This is an optimization exercise on Yosys and OpenROAD, whose aim is small area, a short achievable clock period and few clock cycles, not a production implementation. Only simulation tests tie the RTL to the original design; equivalence was not proved. Power and IR drop assume default switching activity.

==> design.v <==
module smx_frame_decoder (
    input  wire        clk,
    input  wire        rst,
    input  wire        in_valid,
    input  wire        in_eos,
    input  wire [63:0] in_data,
    output wire        in_ready,
    output reg         hit0_valid,
    output reg  [7:0]  hit0_addr,
    output reg  [6:0]  hit0_channel,
    output reg  [4:0]  hit0_adc,
    output reg  [15:0] hit0_full_ts,
    output reg         hit0_event_missing,
    output reg         hit1_valid,
    output reg  [7:0]  hit1_addr,
    output reg  [6:0]  hit1_channel,
    output reg  [4:0]  hit1_adc,
    output reg  [15:0] hit1_full_ts,
    output reg         hit1_event_missing,
    output reg         res_valid,
    output reg  [3:0]  res_code,
    output reg  [31:0] res_event_no,
    output reg  [63:0] res_system_ts,
    output reg         res_data_dropped,
    output reg         res_warn
);
    localparam [31:0] START_MARKER = 32'h579ACCE7;
    localparam [31:0] STOP_MARKER  = 32'hED9ACCE7;
    localparam [2:0] P_SEEK     = 3'd0;
    localparam [2:0] P_HDR_TS   = 3'd1;
    localparam [2:0] P_HDR_DROP = 3'd2;
    localparam [2:0] P_HDR_ZERO = 3'd3;
    localparam [2:0] P_BODY     = 3'd4;
    localparam [2:0] P_TRL_TS   = 3'd5;
    localparam [2:0] P_TRL_Z1   = 3'd6;
    localparam [2:0] P_TRL_Z2   = 3'd7;
    localparam [3:0] R_OK        = 4'd0;
    localparam [3:0] R_EOS       = 4'd1;
    localparam [3:0] R_HDR_ZERO  = 4'd2;
    localparam [3:0] R_TRL_ZERO1 = 4'd3;
    localparam [3:0] R_TRL_ZERO2 = 4'd4;
    localparam [3:0] R_TSMSB     = 4'd5;
    reg  [2:0]  phase;
    reg  [31:0] event_no;
    reg  [63:0] last_system_ts;
    reg         data_dropped;
    reg         warn;
    reg  [5:0]  ts_hi [0:255];
    assign in_ready = 1'b1;
    wire take = in_valid & in_ready;
    wire word = take & ~in_eos;
    wire eos  = take &  in_eos;
    wire start_match = (in_data[31:0] & START_MARKER) == START_MARKER;
    wire stop_match  = ((in_data[31:0] & STOP_MARKER) == STOP_MARKER) &&
                       (in_data[63:32] == event_no);
    wire body_word   = word && phase == P_BODY && !stop_match;
    wire [7:0]  ua0 = in_data[31:24];
    wire [23:0] x0  = in_data[23:0];
    wire [7:0]  ua1 = in_data[63:56];
    wire [23:0] x1  = in_data[55:32];
    wire is_hit0   = ~x0[23] & (x0[22:9] != 14'd0);
    wire is_tsmsb0 = x0[23] & x0[22];
    wire is_hit1   = ~x1[23] & (x1[22:9] != 14'd0);
    wire is_tsmsb1 = x1[23] & x1[22];
    wire tsmsb_ok0 = x0[22] && x0[9:4] == x0[15:10] && x0[15:10] == x0[21:16] &&
                     x0[9:4] == x0[21:16];
    wire tsmsb_ok1 = x1[22] && x1[9:4] == x1[15:10] && x1[15:10] == x1[21:16] &&
                     x1[9:4] == x1[21:16];
    wire tsmsb_err0 = is_tsmsb0 & ~tsmsb_ok0;
    wire tsmsb_err1 = is_tsmsb1 & ~tsmsb_ok1;
    wire wr0 = body_word & is_tsmsb0 & tsmsb_ok0;
    wire wr1 = body_word & ~tsmsb_err0 & is_tsmsb1 & tsmsb_ok1;
    wire body_err = body_word & (tsmsb_err0 | tsmsb_err1);
    wire [5:0] ev0 = ts_hi[ua0];
    wire [5:0] ev1 = (wr0 && ua0 == ua1) ? x0[9:4] : ts_hi[ua1];
    wire mismatch0 = (ev0 != 6'd0) && (ev0[1:0] != x0[10:9]);
    wire mismatch1 = (ev1 != 6'd0) && (ev1[1:0] != x1[10:9]);
    wire emit0 = body_word & is_hit0 & ~mismatch0;
    wire emit1 = body_word & ~tsmsb_err0 & is_hit1 & ~mismatch1;
    wire [15:0] full_ts0 = {2'b00, ev0, 8'h00} | {6'b000000, x0[10:1]};
    wire [15:0] full_ts1 = {2'b00, ev1, 8'h00} | {6'b000000, x1[10:1]};
    wire clear_ts = word && phase == P_SEEK && start_match;
    integer i;
    always @(posedge clk) begin
        if (clear_ts) begin
            for (i = 0; i < 256; i = i + 1)
                ts_hi[i] <= 6'd0;
        end else begin
            if (wr0 && !(wr1 && ua1 == ua0))
                ts_hi[ua0] <= x0[9:4];
            if (wr1)
                ts_hi[ua1] <= x1[9:4];
        end
    end
    always @(posedge clk) begin
        if (rst) begin
            hit0_valid <= 1'b0;
            hit1_valid <= 1'b0;
        end else begin
            hit0_valid <= emit0;
            hit1_valid <= emit1;
        end
        hit0_addr          <= ua0;
        hit0_channel       <= x0[22:16];
        hit0_adc           <= x0[15:11];
        hit0_full_ts       <= full_ts0;
        hit0_event_missing <= x0[0];
        hit1_addr          <= ua1;
        hit1_channel       <= x1[22:16];
        hit1_adc           <= x1[15:11];
        hit1_full_ts       <= full_ts1;
        hit1_event_missing <= x1[0];
    end
    always @(posedge clk) begin
        if (rst) begin
            phase            <= P_SEEK;
            event_no         <= 32'd0;
            last_system_ts   <= 64'd0;
            data_dropped     <= 1'b0;
            warn             <= 1'b0;
            res_valid        <= 1'b0;
            res_code         <= 4'd0;
            res_event_no     <= 32'd0;
            res_system_ts    <= 64'd0;
            res_data_dropped <= 1'b0;
            res_warn         <= 1'b0;
        end else begin
            res_valid <= 1'b0;
            if (eos) begin
                res_valid        <= 1'b1;
                res_code         <= (phase == P_SEEK) ? R_EOS : {1'b1, phase};
                res_event_no     <= event_no;
                res_system_ts    <= last_system_ts;
                res_data_dropped <= data_dropped;
                res_warn         <= (phase == P_SEEK) ? 1'b0 : warn;
                phase            <= P_SEEK;
            end else if (word) begin
                case (phase)
                    P_SEEK: begin
                        if (start_match) begin
                            event_no <= in_data[63:32];
                            warn     <= 1'b0;
                            phase    <= P_HDR_TS;
                        end
                    end
                    P_HDR_TS: begin
                        warn  <= (last_system_ts != 64'd0) && (in_data != last_system_ts);
                        phase <= P_HDR_DROP;
                    end
                    P_HDR_DROP: begin
                        data_dropped <= in_data[0];
                        phase        <= P_HDR_ZERO;
                    end
                    P_HDR_ZERO: begin
                        if (in_data != 64'd0) begin
                            res_valid    <= 1'b1;
                            res_code     <= R_HDR_ZERO;
                            res_event_no <= event_no;
                            res_warn     <= warn;
                            phase        <= P_SEEK;
                        end else begin
                            phase <= P_BODY;
                        end
                    end
                    P_BODY: begin
                        if (stop_match) begin
                            phase <= P_TRL_TS;
                        end else if (body_err) begin
                            res_valid    <= 1'b1;
                            res_code     <= R_TSMSB;
                            res_event_no <= event_no;
                            res_warn     <= warn;
                            phase        <= P_SEEK;
                        end
                    end
                    P_TRL_TS: begin
                        last_system_ts <= in_data;
                        phase          <= P_TRL_Z1;
                    end
                    P_TRL_Z1: begin
                        if (in_data != 64'd0) begin
                            res_valid    <= 1'b1;
                            res_code     <= R_TRL_ZERO1;
                            res_event_no <= event_no;
                            res_warn     <= warn;
                            phase        <= P_SEEK;
                        end else begin
                            phase <= P_TRL_Z2;
                        end
                    end
                    default: begin  
                        res_valid        <= 1'b1;
                        res_code         <= (in_data != 64'd0) ? R_TRL_ZERO2 : R_OK;
                        res_event_no     <= event_no;
                        res_system_ts    <= last_system_ts;
                        res_data_dropped <= data_dropped;
                        res_warn         <= warn;
                        phase            <= P_SEEK;
                    end
                endcase
            end
        end
    end
endmodule
==> run.sh <==
#!/bin/bash
# synth_recipe.tcl (not shown) runs the flow's synth.tcl, then flattens the netlist and writes it again
# the make line also repeats each setting of config.mk as NAME=value (left out here)
make -C /OpenROAD-flow-scripts/flow DESIGN_CONFIG=/design/flow/config.mk WORK_HOME=/design/flow/orfs CLKGATE_MAP_FILE= SYNTH_SCRIPT=/design/flow/synth_recipe.tcl finish
==> config.mk <==
export PLATFORM = sky130hd
export DESIGN_NAME = smx_frame_decoder
export DESIGN_NICKNAME = smx_frame_decoder
export VERILOG_FILES = /design/flow/design.v
export SDC_FILE = /design/flow/constraint.sdc
export NUM_CORES = 4
export LEC_CHECK = 0
export CAP_MARGIN = 20
export CORE_MARGIN = 2
export CORE_UTILIZATION = 40
export SLEW_MARGIN = 20
==> constraint.sdc <==
create_clock -name core_clock -period 6.0 [get_ports {clk}]
set_input_delay 1.2000 -clock core_clock [delete_from_list [all_inputs] [get_ports {clk}]]
set_output_delay 1.2000 -clock core_clock [all_outputs]
set_load 0.01 [all_outputs]
==> results.tsv <==
stage	metric	value	unit
status	status	timing/DRC/antenna clean	
setup_path	crit_buf_inv	3	
placed_design	post-place-cells	11000	
synthesis	synth_top_area_frac	0.469	
drt	ant_nets	0	
sta	clock_skew	0.0772	ns
synthesis	synth_flop_cell	edfxtp_1	
drt	wirelength	510000	um
clock_tree	clockBufferDepth	3	
synthesis	synth_seq_cells	1812	
setup_path	crit_type	in -> reg	
sta	fin_crit_sh	0.831	
synthesis	ys_warn_count	1	
cells_and_area	post-route-util	0.472	
grt	overflow	0	
placed_design	port_buffers	242	
drt	num_vias	89200	
synthesis	synth_area_per_cell	12.9	um2
synthesis	synth.distinct_cells	82	
clock_tree	cts_tree	built	
die	start_util	0.401	
die	die_h	500	um
synthesis	seq_area_frac_synth	0.525	
setup_path	worstPathArrival	5.64	ns
clock_tree	post-cts-setup-buffers	0	
die	die_w	500	um
cells_and_area	fin_cells	11400	
sta	finalSetupViolations	0	
drt	viasPerCell	7.80	
min_path	worst_hold_path_type	reg -> reg	
cells_and_area	syn2layout_area_growth	17.7	%
grt	grt_pass1_wl	690000	um
setup_path	crit_family	simple AND/OR/NAND/NOR gates	
setup_path	path_depth	11	
setup_path	path_max_fanout	17	
placed_design	dp_hpwl	343000	um
synthesis	syn-cell-area	98400	um2
synthesis	yosysTopAreaCell	edfxtp_1	
die	core-area	245000	um2
drt	dr.pass1.iters	9	
drt	routedWlPerCell	44.6	um
clock_tree	clk_latency	0.95	ns
sta	worst_pin_slew	1.39	ns
clock_tree	path_clk_slew	0.06	ns
pwr	power.leakage	32.2	nW
pwr	cellPowerDensity	249	nW/um2
setup_path	start_kind	primary input	
cells_and_area	nNetsFinal	8065	
drt	drtIter0Drc	18200	
setup_path	cp.required	6.65	ns
setup_path	slowest_stage	or4_1	
setup_path	crit_end	ts_hi[240][1]	
clock_tree	clock-root-buffer	clkbuf_16	
setup_path	r2r_start	event_no[29]	
die	ios	248	
setup_path	worst_setup_path_end_kind	register	
die	num_rows	182	
setup_path	path_cells	clkdlybuf4s50_1, nor3_1, o21ai_0, or4_1, nor2_1, nand3_1, nor3_2, nand2_4, buf_12, o221ai_1, buf_4	
sta	fmaxAchievable	200	MHz
synthesis	synth_edf_count	1536	
setup_path	cp-startpoint	in_data[14]	
die	die_area	250000	um2
clock_tree	ctsResizeCount	0	
synthesis	syn_inst	7635	
grt	antenna_found_initial	58	
clock_tree	clkSinkCount	1812	
cells_and_area	drive_above_1_share	0.259	
sta	fin_crit	4.99	ns
sta	slew_headroom	0.0708	
placed_design	globalplace.congestion	1.07	
synthesis	synthTopCellsByArea	edfxtp_1, mux4_2, o22ai_1, dfxtp_1, mux2i_1	
cells_and_area	fill_cells	21700	
pwr	ir_drop	261	uV
setup_path	reg2reg_setup_slack	1.64	ns
drt	remaining_drc_errors	0	
run	cap_violations	0	
sta	finalHoldViolCount	0	
clock_tree	cts_made_buffers	203	
sta	slew_viol_final	0	
clock_tree	holdBufCountCts	0	
grt	track_usage	0.395	
setup_path	worstRegToRegCells	11	
synthesis	synth_common_cells	o22ai_1, edfxtp_1, mux4_2	
clock_tree	h-tree-depth	4	
synthesis	async_flop_share	0	
setup_path	cpPeakStageDelay	0.71	ns
synthesis	yosysMostFrequentCell	o22ai_1	
grt	grt_max_degree	154	
setup_path	reg2reg_to	ts_hi[21][1]	
grt	grt_pass1_vias	81900	
sta	rsz0062_at_grt	false	
## layout make-up
class                           instances  area (um2)  area share
Antenna cell                           54         135     0.00117
Sequential cell                      1812       51600       0.446
Timing Repair Buffer                 1215       11100      0.0959
Inverter                               22        87.6    0.000756
Clock buffer                          264        5480      0.0473
Tap cell                             3220        4030      0.0348
Multi-Input combinational cell       4739       42000       0.363
Clock inverter                        117        1340      0.0115
## cells by family (layout without fill, tap and decap cells)
family / after synthesis / after routing / synth area share
AOI/OAI and AO/OA: 2384 / 2384 / 0.160
xor gates and xnor gates: 107 / 107 / 0.00952
adders and majority gates: 5 / 5 / 0.000610
buffers and inverters: 1087 / 1618 / 0.0524
DFF: 1812 / 1812 / 0.525
muxes: 1052 / 1052 / 0.199
other: 2 / 59 / 0.0000763
and+or+nand+nor: 1186 / 1186 / 0.0542
## placed cells by master, fill, tap and decap left out, drive strengths merged, types with 7 or more instances in the layout
| cell type | instances |
|---|---|
| nor3 | 44 |
| buf | 1001 |
| a31oi | 20 |
| and2 | 17 |
| dfxtp | 276 |
| mux2i | 318 |
| nand3 | 64 |
| nor2b | 28 |
| clkbuf | 265 |
| nor4 | 66 |
| a2111oi | 7 |
| xnor2 | 15 |
| clkdlybuf4s50 | 213 |
| a22oi | 102 |
| and3 | 27 |
| o221ai | 267 |
| o22ai | 1589 |
| nand2 | 700 |
| nand4 | 44 |
| o211ai | 15 |
| inv | 27 |
| clkinv | 88 |
| or4 | 9 |
| nand2b | 25 |
| a211oi | 13 |
| nor4b | 7 |
| o32ai | 9 |
| mux2 | 15 |
| bufinv | 20 |
| o2111ai | 7 |
| diode | 54 |
| mux4 | 719 |
| edfxtp | 1536 |
| a22o | 21 |
| a221oi | 35 |
| a21oi | 216 |
| xor2 | 92 |
| nor2 | 123 |
| o21ai | 42 |
## worst min-delay path: cells and delay by family (launching register included)
| family | cells | cell delay [ns] |
|---|---|---|
| AOI/OAI and AO/OA | 1 | 0.05 |
| and+or+nand+nor | 1 | 0.05 |
| DFF | 1 | 0.31 |
## metal layers
layer	part of all wire	vias to the layer above	global-route usage
li1	-	32500	-
met1	0.33	44400	0.481
met2	0.41	9932	0.548
met3	0.17	2343	0.182
met4	0.091	48	0.286
met5	0.0015	-	0.0143
## where the power goes
part	leakage [nW]	internal (mW)	switching, mW
registers	12.8	13.5	0.0135
logic	16.1	0.649	1.61
clock network	3.31	7.34	5.70
total	32.2	21.5	7.32
## per-stage QoR
stage / hold WS, ns / power [mW] / setup WS, ns / setup TNS [ns] / area (um2)
floorplan: 0.431 / 14.8 / 1.93 / 0 / 98500
global placement: 0.442 / 15.9 / -0.223 / -15.13 / 109000
detailed placement: 0.447 / 15.9 / 0.317 / 0 / 109000
CTS: 0.442 / 28.6 / 1.24 / 0 / 116000
global route: 0.464 / 29.1 / 1.01 / 0 / 116000
finish: 0.452 / 28.8 / 1.01 / 0 / 116000
## registers in the layout, summed over array words and instances (netlist names), 4 cells and up
| name | flops |
|---|---|
| hit0_adc | 5 |
| res_event_no | 32 |
| last_system_ts | 64 |
| res_system_ts | 64 |
| hit0_channel | 7 |
| hit1_full_ts | 14 |
| hit1_channel | 7 |
| hit1_adc | 5 |
| hit1_addr | 8 |
| event_no | 32 |
| res_code | 4 |
| hit0_addr | 8 |
| hit0_full_ts | 14 |
| ts_hi | 1536 |
## how the worst min path moves through the flow
stage	to	slack [ns]	depth (start not counted)	start
3_3_place_gp	res_system_ts[40]	0.44	2	res_system_ts[40]
6_report	res_system_ts[31]	0.45	2	res_system_ts[31]
4_1_cts	hit1_full_ts[7]	0.44	1	in_data[40]
3_5_place_dp	res_system_ts[33]	0.45	2	res_system_ts[33]
2_1_floorplan	res_data_dropped	0.43	2	data_dropped
5_1_grt	hit1_full_ts[7]	0.46	1	in_data[40]
Testbench counts, summed over its fixed seeds: cycles 41,770.

re-timing with driven ports:
The results above use ideal ports. As a check the final layout listed here was re-extracted and re-timed, cells and wires unchanged. Step 1 sets driving cells, clkbuf_16 on the clock port and buf_2 on the other inputs (assumed; they add their load-dependent delay and slew). Step 2 moves the port delays by t, midway between the first and last clock arrival at a register: inputs arrive t later, outputs are due t later. That takes back most of the time a late clock gives input paths. a / b / c = no drivers / after step 1 / after step 2; a / b = the first two.
t (ns): 1.008
slack for setup (ns): 1.012 / 1.081 / 0.074
hold slack, ns: 0.452 / 0.395 / 0.452
latest minus earliest clock arrival (ns): 0.078 / 0.077
After both steps this run still meets setup and hold. The setup slack of this run moves by +0.069 ns with the drivers and by -0.938 ns with both steps.
